What follows belongs to an exercise in optimizing a design on an open flow for small area, a short achievable clock period and few clock cycles per item; a production flow would make more cautious choices.
RTL that was checked went through simulation tests only; none was proved equivalent to the original.

==> violet <==
## fft_butterfly
module fft_butterfly (
    input  wire        clk,
    input  wire        rst,
    input  wire        in_valid,
    output wire        in_ready,
    input  wire [31:0] ur,
    input  wire [31:0] ui,
    input  wire [31:0] vr,
    input  wire [31:0] vi,
    input  wire [31:0] wr,
    input  wire [31:0] wi,
    output reg         out_valid,
    output reg  [31:0] our,
    output reg  [31:0] oui,
    output reg  [31:0] ovr,
    output reg  [31:0] ovi
);
clock: 20.0 ns
lec_check: 0
cap_margin: 20
core_margin: 2
core_utilization: 65
place_density: 0.72
setup_slack_margin: 0.5
slew_margin: 20
standard.sh (not shown) runs the stock make flow with config.mk's settings and CLKGATE_MAP_FILE= SYNTH_SCRIPT=/design/flow/synth_recipe.tcl, a recipe that flattens the netlist after the stock synthesis.
==> flow/flow/run.sh <==
#!/bin/bash
# The standard layout, with every port buffered by a buf_4 instead of the
# flow's default port buffer (a delay cell).  The make run's full output goes
# to flow_make.log in the folder this runs in.
set -euo pipefail
export BUFFER_PORTS_ARGS="-buffer_cell sky130_fd_sc_hd__buf_4"
bash standard.sh > flow_make.log 2>&1
==> inputs of ember, as changes to violet <==
--- a/flow/design.v
+++ b/flow/design.v
@@ -143,37 +143,16 @@
     input  wire [35:0] b,
     input  wire        c12,
     output wire [25:0] n
 );
     wire c22;
     pfx_gt #(.W(11), .L(4)) u_lo (.a({a[9:0], c12}), .b({~b[9:0], 1'b0}), .gt(c22));
-    localparam W = 26;
-    localparam L = 5;
-    wire [W-1:0] ah = a[35:10];
-    wire [W-1:0] bh = b[35:10];
-    wire [W-1:0] p0 = ah ^ bh;
-    wire [W*(L+1)-1:0] g, p;
-    assign g[W-1:0] = ah & bh;
-    assign p[W-1:0] = p0;
-    genvar l, i;
-    generate for (l = 0; l < L; l = l + 1) begin : lv
-        for (i = 0; i < W; i = i + 1) begin : bt
-            if (((i >> l) & 1) == 1) begin : comb
-                localparam integer J = ((i >> l) << l) - 1;
-                assign g[W*(l+1)+i] = g[W*l+i] | (p[W*l+i] & g[W*l+J]);
-                assign p[W*(l+1)+i] = p[W*l+i] & p[W*l+J];
-            end else begin : pass
-                assign g[W*(l+1)+i] = g[W*l+i];
-                assign p[W*(l+1)+i] = p[W*l+i];
-            end
-        end
-    end endgenerate
-    wire [W-1:0] gg = g[W*L +: W];
-    wire [W-1:0] pp = p[W*L +: W];
-    wire [W-1:0] s0 = p0 ^ {gg[W-2:0], 1'b0};
-    wire [W-1:0] s1 = p0 ^ {gg[W-2:0] | pp[W-2:0], 1'b1};
+    wire [25:0] s0, s1;
+    wire c0, c1;
+    pfx_add #(.W(26), .L(5)) u_h0 (.a(a[35:10]), .b(b[35:10]), .ci(1'b0), .s(s0), .co(c0));
+    pfx_add #(.W(26), .L(5)) u_h1 (.a(a[35:10]), .b(b[35:10]), .ci(1'b1), .s(s1), .co(c1));
     assign n = c22 ? s1 : s0;
 endmodule
 module fp_mul_round (
     input  wire [25:0] n,
     input  wire [9:0]  eab,
     input  wire        st,
@@ -1821,20 +1800,13 @@
 module shr27s (
     input  wire [26:0] x,
     input  wire [4:0]  sh,
     output wire [26:0] y
 );
     wire [26:0] xs = x >> sh;
-    wire [26:0] xr;
-    genvar i;
-    generate for (i = 0; i < 27; i = i + 1) begin : rv
-        assign xr[i] = x[26-i];
-    end endgenerate
-    wire [4:0] tz;
-    lzc27 u_tz (.x(xr), .lz(tz));
-    wire       st = (tz != 5'd27) & (sh > tz);
+    wire        st = |(x & ~({27{1'b1}} << sh));
     assign y = {xs[26:1], xs[0] | st};
 endmodule
 module shr27k (
     input  wire [26:0] x,
     input  wire [4:0]  sh,
     input  wire        kill,
@@ -1894,19 +1866,17 @@
     wire gt;                             
     pfx_gt #(.W(33), .L(6)) u_cmp (.a({b_e, b_h, b_f}), .b({a_e, a_h, a_f}), .gt(gt));
     wire [8:0] dab, dba;
     wire       ge, geb;                  
     sub_cla #(.W(9)) u_dab (.a(a_e), .b(b_e), .d(dab), .ge(ge));
     sub_cla #(.W(9)) u_dba (.a(b_e), .b(a_e), .d(dba), .ge(geb));
-    wire [26:0] ma = {a_h, a_f, 3'b000};
-    wire [26:0] mb = {b_h, b_f, 3'b000};
-    wire [26:0] ma_sh, mb_sh;
-    shr27k u_sa (.x(ma), .sh(dba[4:0]), .kill(dba[8:5] != 4'd0), .y(ma_sh));
-    shr27k u_sb (.x(mb), .sh(dab[4:0]), .kill(dab[8:5] != 4'd0), .y(mb_sh));
-    wire [26:0] ma_al = ge  ? ma : ma_sh;
-    wire [26:0] mb_al = geb ? mb : mb_sh;
+    wire [26:0] ma_al, mb_al;
+    shr27k u_sa (.x({a_h, a_f, 3'b000}), .sh(dba[4:0] & {5{~ge}}),
+                 .kill(~ge & (dba[8:5] != 4'd0)), .y(ma_al));
+    shr27k u_sb (.x({b_h, b_f, 3'b000}), .sh(dab[4:0] & {5{ge}}),
+                 .kill(ge & (dab[8:5] != 4'd0)), .y(mb_al));
     assign mx_al = gt ? mb_al : ma_al;
     assign mz_al = gt ? ma_al : mb_al;
     wire [8:0] exm = (ge ? a_e : b_e) - 9'd64;
     assign fr      = exm[7:0];
     assign sign    = gt ? bs : a_s;
     assign eff_sub = a_s ^ bs;
@@ -1914,35 +1884,33 @@
     assign nan     = a_n | b_n | (a_i & b_i & (a_s != bs));
     assign inf     = a_i | b_i;
     assign inf_s   = a_i ? a_s : bs;
 endmodule
 module fp_pair_front (
     input  wire [31:0] u,
-    input  wire        u_nz,             
     input  wire [31:0] t,
-    input  wire        t_nz,
     output wire [26:0] mx,
     output wire [26:0] mz_al,
     output wire [7:0]  fr,
     output wire        x_is_u
 );
     wire gt;                             
     pfx_gt #(.W(31), .L(5)) u_cmp (.a(t[30:0]), .b(u[30:0]), .gt(gt));
+    wire       u_nz = u[30:23] != 8'h00;
+    wire       t_nz = t[30:23] != 8'h00;
     wire [7:0] eu = {u[30:24], u[23] | ~u_nz};
     wire [7:0] et = {t[30:24], t[23] | ~t_nz};
     wire [7:0] dut, dtu;
     wire       ge, get;                  
     sub_cla #(.W(8)) u_dut (.a(eu), .b(et), .d(dut), .ge(ge));
     sub_cla #(.W(8)) u_dtu (.a(et), .b(eu), .d(dtu), .ge(get));
-    wire [26:0] mu = {u_nz, u[22:0], 3'b000};
-    wire [26:0] mt = {t_nz, t[22:0], 3'b000};
-    wire [26:0] mu_sh, mt_sh;
-    shr27k u_su (.x(mu), .sh(dtu[4:0]), .kill(dtu[7:5] != 3'd0), .y(mu_sh));
-    shr27k u_st (.x(mt), .sh(dut[4:0]), .kill(dut[7:5] != 3'd0), .y(mt_sh));
-    wire [26:0] mu_al = ge  ? mu : mu_sh;
-    wire [26:0] mt_al = get ? mt : mt_sh;
+    wire [26:0] mu_al, mt_al;
+    shr27k u_su (.x({u_nz, u[22:0], 3'b000}), .sh(dtu[4:0] & {5{~ge}}),
+                 .kill(~ge & (dtu[7:5] != 3'd0)), .y(mu_al));
+    shr27k u_st (.x({t_nz, t[22:0], 3'b000}), .sh(dut[4:0] & {5{ge}}),
+                 .kill(ge & (dut[7:5] != 3'd0)), .y(mt_al));
     assign mx     = gt ? mt_al : mu_al;
     assign mz_al  = gt ? mu_al : mt_al;
     assign fr     = ge ? eu : et;
     assign x_is_u = ~gt;
 endmodule
 module fft_butterfly (
@@ -1962,14 +1930,13 @@
     output reg  [31:0] ovr,
     output reg  [31:0] ovi
 );
     localparam [31:0] QNAN = 32'h7FC00000;
     integer k;
     genvar gi;
-    reg         rdy;                     
-    reg         slow;                    
+    reg         rdy;
     reg         s0_valid;
     reg  [31:0] s0_ur, s0_ui;
     reg  [3:0]  s0_s;
     reg  [35:0] s0_e;
     reg  [95:0] s0_m;
     wire        front_idle;              
@@ -1983,35 +1950,32 @@
         assign small_in[gi] = ~x[30] & ~x[29] & (x[28:0] != 29'd0);
         assign op_shift[gi] = ~m[23] & (m[22:0] != 23'd0);
     end endgenerate
     wire s0_ok = ~(|op_shift);
     always @(posedge clk) begin
         for (k = 0; k < 4; k = k + 1) begin
-            if (~slow) begin
+            if (rdy) begin
                 s0_s[k]          <= op_in[32*k+31];
                 s0_e[9*k +: 9]   <= {1'b0, op_in[32*k+24 +: 7], op_in[32*k+23] | op_ez[k]};
                 s0_m[24*k +: 24] <= {~op_ez[k], op_in[32*k +: 23]};
             end else if (op_shift[k]) begin
                 s0_e[9*k +: 9]   <= s0_e[9*k +: 9] - 9'd1;
                 s0_m[24*k +: 24] <= {s0_m[24*k +: 23], 1'b0};
             end
         end
         if (rst) begin
             rdy      <= 1'b1;
-            slow     <= 1'b0;
             s0_valid <= 1'b0;
-        end else if (~slow) begin
+        end else if (rdy) begin
             rdy      <= ~(|small_in);
-            slow     <= |small_in;
             s0_valid <= in_valid;
         end else begin
             rdy      <= front_idle;
-            slow     <= ~front_idle;
             s0_valid <= s0_valid & ~s0_ok;
         end
-        if (~slow) begin
+        if (rdy) begin
             s0_ur   <= ur;
             s0_ui   <= ui;
         end
     end
     wire [3:0]  op_z, op_i, op_n;
     wire [95:0] op_tz;
@@ -2032,13 +1996,13 @@
     wire [12:0] one_r, two_r, neg_r, one_i, two_i, neg_i;
     booth24_enc u_enc_r (.y(s0_m[23:0]),  .one(one_r), .two(two_r), .neg(neg_r));
     booth24_enc u_enc_i (.y(s0_m[47:24]), .one(one_i), .two(two_i), .neg(neg_i));
     wire [191:0] a_ra, a_rb;
     wire [3:0]   a_c12;
     wire [39:0]  a_eab;
-    wire [3:0]   a_st22, a_s, a_n, a_i, a_fz;
+    wire [3:0]   a_st22, a_s, a_n, a_i;
     generate for (gi = 0; gi < 4; gi = gi + 1) begin : g_pa
         localparam integer WI = (gi == 0 || gi == 2) ? 0 : 1;
         localparam integer VI = (gi == 0 || gi == 3) ? 2 : 3;
         wire [8:0] ew = s0_e[9*WI +: 9];
         wire [8:0] ev = s0_e[9*VI +: 9];
         mul24_tree u_tree (
@@ -2058,34 +2022,31 @@
         end
         wire nan  = op_n[WI] | op_n[VI] | (op_i[WI] & op_z[VI]) | (op_z[WI] & op_i[VI]);
         wire inf  = (op_i[WI] | op_i[VI]) & ~nan;
         assign a_eab[10*gi +: 10] = eab;
         assign a_st22[gi] = ~(|zz);
         assign a_s[gi]    = s0_s[WI] ^ s0_s[VI];
-        assign a_fz[gi]   = op_z[WI] | op_z[VI] | op_i[WI] | op_i[VI] | op_n[WI] | op_n[VI] |
-                            ($signed(eab) < -10'sd25);
         assign a_n[gi]    = nan;
         assign a_i[gi]    = inf;
     end endgenerate
     reg          s1_valid;
     reg  [143:0] s1_ra, s1_rb;
     reg  [3:0]   s1_c12;
     reg  [39:0]  s1_eab;
-    reg  [3:0]   s1_st22, s1_s, s1_n, s1_i, s1_fz;
+    reg  [3:0]   s1_st22, s1_s, s1_n, s1_i;
     reg  [31:0]  s1_ur, s1_ui;
     always @(posedge clk) begin
         s1_valid <= ~rst & s0_valid & s0_ok;
         s1_c12   <= a_c12;
         for (k = 0; k < 4; k = k + 1) begin
             s1_ra[36*k +: 36] <= a_ra[48*k+12 +: 36];
             s1_rb[36*k +: 36] <= a_rb[48*k+12 +: 36];
         end
         s1_eab   <= a_eab;
         s1_st22  <= a_st22;
         s1_s     <= a_s;
-        s1_fz    <= a_fz;
         s1_n     <= a_n;
         s1_i     <= a_i;
         s1_ur    <= s0_ur;
         s1_ui    <= s0_ui;
     end
     wire [103:0] p_n;
@@ -2095,46 +2056,39 @@
     end endgenerate
     reg          sp_valid;
     reg  [103:0] sp_n;
     reg  [39:0]  sp_eab;
     reg  [3:0]   sp_st, sp_s, sp_n_, sp_i;
     reg  [31:0]  sp_ur, sp_ui;
-    reg          sp_hold;
-    wire [3:0]   sp_need, sp_more, ld_need;
-    wire [39:0]  ld_eab;
-    wire [103:0] ld_n;
+    wire [3:0]   sp_need;
     generate for (gi = 0; gi < 4; gi = gi + 1) begin : g_sn
-        wire [9:0] e  = sp_eab[10*gi +: 10];
-        wire [9:0] el = s1_eab[10*gi +: 10];
-        assign sp_need[gi] = e[9] | (e == 10'd0);
-        assign sp_more[gi] = e[9];                     
-        assign ld_eab[10*gi +: 10] = s1_fz[gi] ? 10'd1 : el;
-        assign ld_need[gi] = ~s1_fz[gi] & (el[9] | (el == 10'd0));
-        assign ld_n[26*gi +: 26] = s1_fz[gi] ? 26'd0 : p_n[26*gi +: 26];
+        wire [9:0] e = sp_eab[10*gi +: 10];
+        assign sp_need[gi] = ~sp_i[gi] & ~sp_n_[gi] & (sp_n[26*gi +: 26] != 26'd0) &
+                             (e[9] | (e == 10'd0));
     end endgenerate
+    wire sp_hold = sp_valid & (|sp_need);
     assign front_idle = ~s0_valid & ~s1_valid & ~sp_hold;
     always @(posedge clk) begin
         sp_valid <= ~rst & (s1_valid | sp_hold);
-        sp_hold  <= ~rst & (sp_hold ? (|sp_more) : (s1_valid & (|ld_need)));
         if (sp_hold) begin
             for (k = 0; k < 4; k = k + 1)
                 if (sp_need[k]) begin
                     sp_n[26*k +: 26]  <= {1'b0, sp_n[26*k+1 +: 25]};
                     sp_st[k]          <= sp_st[k] | sp_n[26*k];
                     sp_eab[10*k +: 10] <= sp_eab[10*k +: 10] + 10'd1;
                 end
         end else begin
-            sp_n    <= ld_n;
-            sp_eab  <= ld_eab;
+            sp_n    <= p_n;
+            sp_eab  <= s1_eab;
             sp_st   <= s1_st22;
+            sp_s    <= s1_s;
+            sp_n_   <= s1_n;
+            sp_i    <= s1_i;
+            sp_ur   <= s1_ur;
+            sp_ui   <= s1_ui;
         end
-        sp_s    <= s1_s;
-        sp_n_   <= s1_n;
-        sp_i    <= s1_i;
-        sp_ur   <= s1_ur;
-        sp_ui   <= s1_ui;
     end
     wire [35:0] b_e;
     wire [91:0] b_f;
     wire [3:0]  b_h, b_i;
     generate for (gi = 0; gi < 4; gi = gi + 1) begin : g_pb
         wire ovf;
@@ -2146,13 +2100,13 @@
     reg         s2_valid;
     reg  [3:0]  s2_s, s2_h, s2_i, s2_n;
     reg  [35:0] s2_e;
     reg  [91:0] s2_f;
     reg  [31:0] s2_ur, s2_ui;
     always @(posedge clk) begin
-        s2_valid <= ~rst & sp_valid & ~sp_hold;
+        s2_valid <= ~rst & sp_valid & ~(|sp_need);
         s2_s     <= sp_s;
         s2_e     <= b_e;
         s2_h     <= b_h;
         s2_f     <= b_f;
         s2_n     <= sp_n_;
         s2_i     <= b_i;
@@ -2236,28 +2190,25 @@
         assign d_t[32*gi +: 32] = s4_nan[gi] ? QNAN :
                                   s4_inf[gi] ? {s4_infs[gi], 8'hFF, 23'd0} : y;
     end endgenerate
     reg         s5_valid;
     reg  [63:0] s5_t;
     reg  [31:0] s5_ur, s5_ui;
-    reg  [1:0]  s5_tnz, s5_unz;
     always @(posedge clk) begin
         s5_valid <= ~rst & s4_valid;
         s5_t     <= d_t;
-        s5_tnz   <= {d_t[62:55] != 8'h00, d_t[30:23] != 8'h00};
-        s5_unz   <= {s4_ui[30:23] != 8'h00, s4_ur[30:23] != 8'h00};
         s5_ur    <= s4_ur;
         s5_ui    <= s4_ui;
     end
     wire [53:0] e_mx, e_mz;
     wire [15:0] e_fr;
     wire [1:0]  e_xu, e_su, e_st, e_an, e_ai, e_ais, e_dn, e_di, e_dis;
     generate for (gi = 0; gi < 2; gi = gi + 1) begin : g_pe
         wire [31:0] u = (gi == 0) ? s5_ur : s5_ui;
         wire [31:0] t = s5_t[32*gi +: 32];
-        fp_pair_front u_front (.u(u), .u_nz(s5_unz[gi]), .t(t), .t_nz(s5_tnz[gi]), .mx(e_mx[27*gi +: 27]), .mz_al(e_mz[27*gi +: 27]),
+        fp_pair_front u_front (.u(u), .t(t), .mx(e_mx[27*gi +: 27]), .mz_al(e_mz[27*gi +: 27]),
                                .fr(e_fr[8*gi +: 8]), .x_is_u(e_xu[gi]));
         wire u255 = u[30:23] == 8'hFF;
         wire t255 = t[30:23] == 8'hFF;
         wire nu = u255 & (u[22:0] != 23'd0);
         wire nt = t255 & (t[22:0] != 23'd0);
         wire iu = u255 & (u[22:0] == 23'd0);
==> flow/config.mk (replaced) <==
export PLATFORM = sky130hd
export DESIGN_NAME = fft_butterfly
export DESIGN_NICKNAME = fft_butterfly
export VERILOG_FILES = /design/flow/design.v
export SDC_FILE = /design/flow/constraint.sdc
export NUM_CORES = 8
export LEC_CHECK = 0
export CAP_MARGIN = 20
export CORE_MARGIN = 2
export CORE_UTILIZATION = 40
export SETUP_SLACK_MARGIN = 0.5
export SLEW_MARGIN = 20
==> run notes <==
- In ember the cell area is larger than in violet, by 3.1%.
- Of violet and ember, ember has the higher final cell count (gap about 10%, measured against ember).
- Register-to-register slack: violet is worse than ember (0.02 ns).
- Critical path depth is the same in ember and violet.
- Against violet, the via count of ember is larger by about 1.7%.
Testbench counts of ember, summed over its fixed seeds: cycles 32,080, items 32,000.
Function not checked in violet: the RTL went through the layout flow alone.

[re-timing with driven ports]
The flow's constraints put no driver on any port. The routed layouts listed below were extracted and timed again, unchanged, in two steps. Step 1 sets driving cells, clkbuf_16 on the clock port and buf_2 on the other inputs (assumed; they add their load-dependent delay and slew). Step 2 also shifts input and output timing later by t, the mid clock arrival at the registers, as if the neighbouring blocks saw the same clock. Three values: ideal ports, drivers, drivers and shift; two values: the first two.
run	t, ns	setup WS [ns]	worst register clock-pin slew, ns
violet	0.948	14.261 / 14.341 / 13.393	0.07 / 0.07
ember	1.067	13.988 / 14.060 / 13.013	0.07 / 0.07
After both steps every run listed still meets setup and hold. For ember, which loses most, drivers alone change the setup slack by +0.072 ns; drivers and shift together by -0.975 ns.
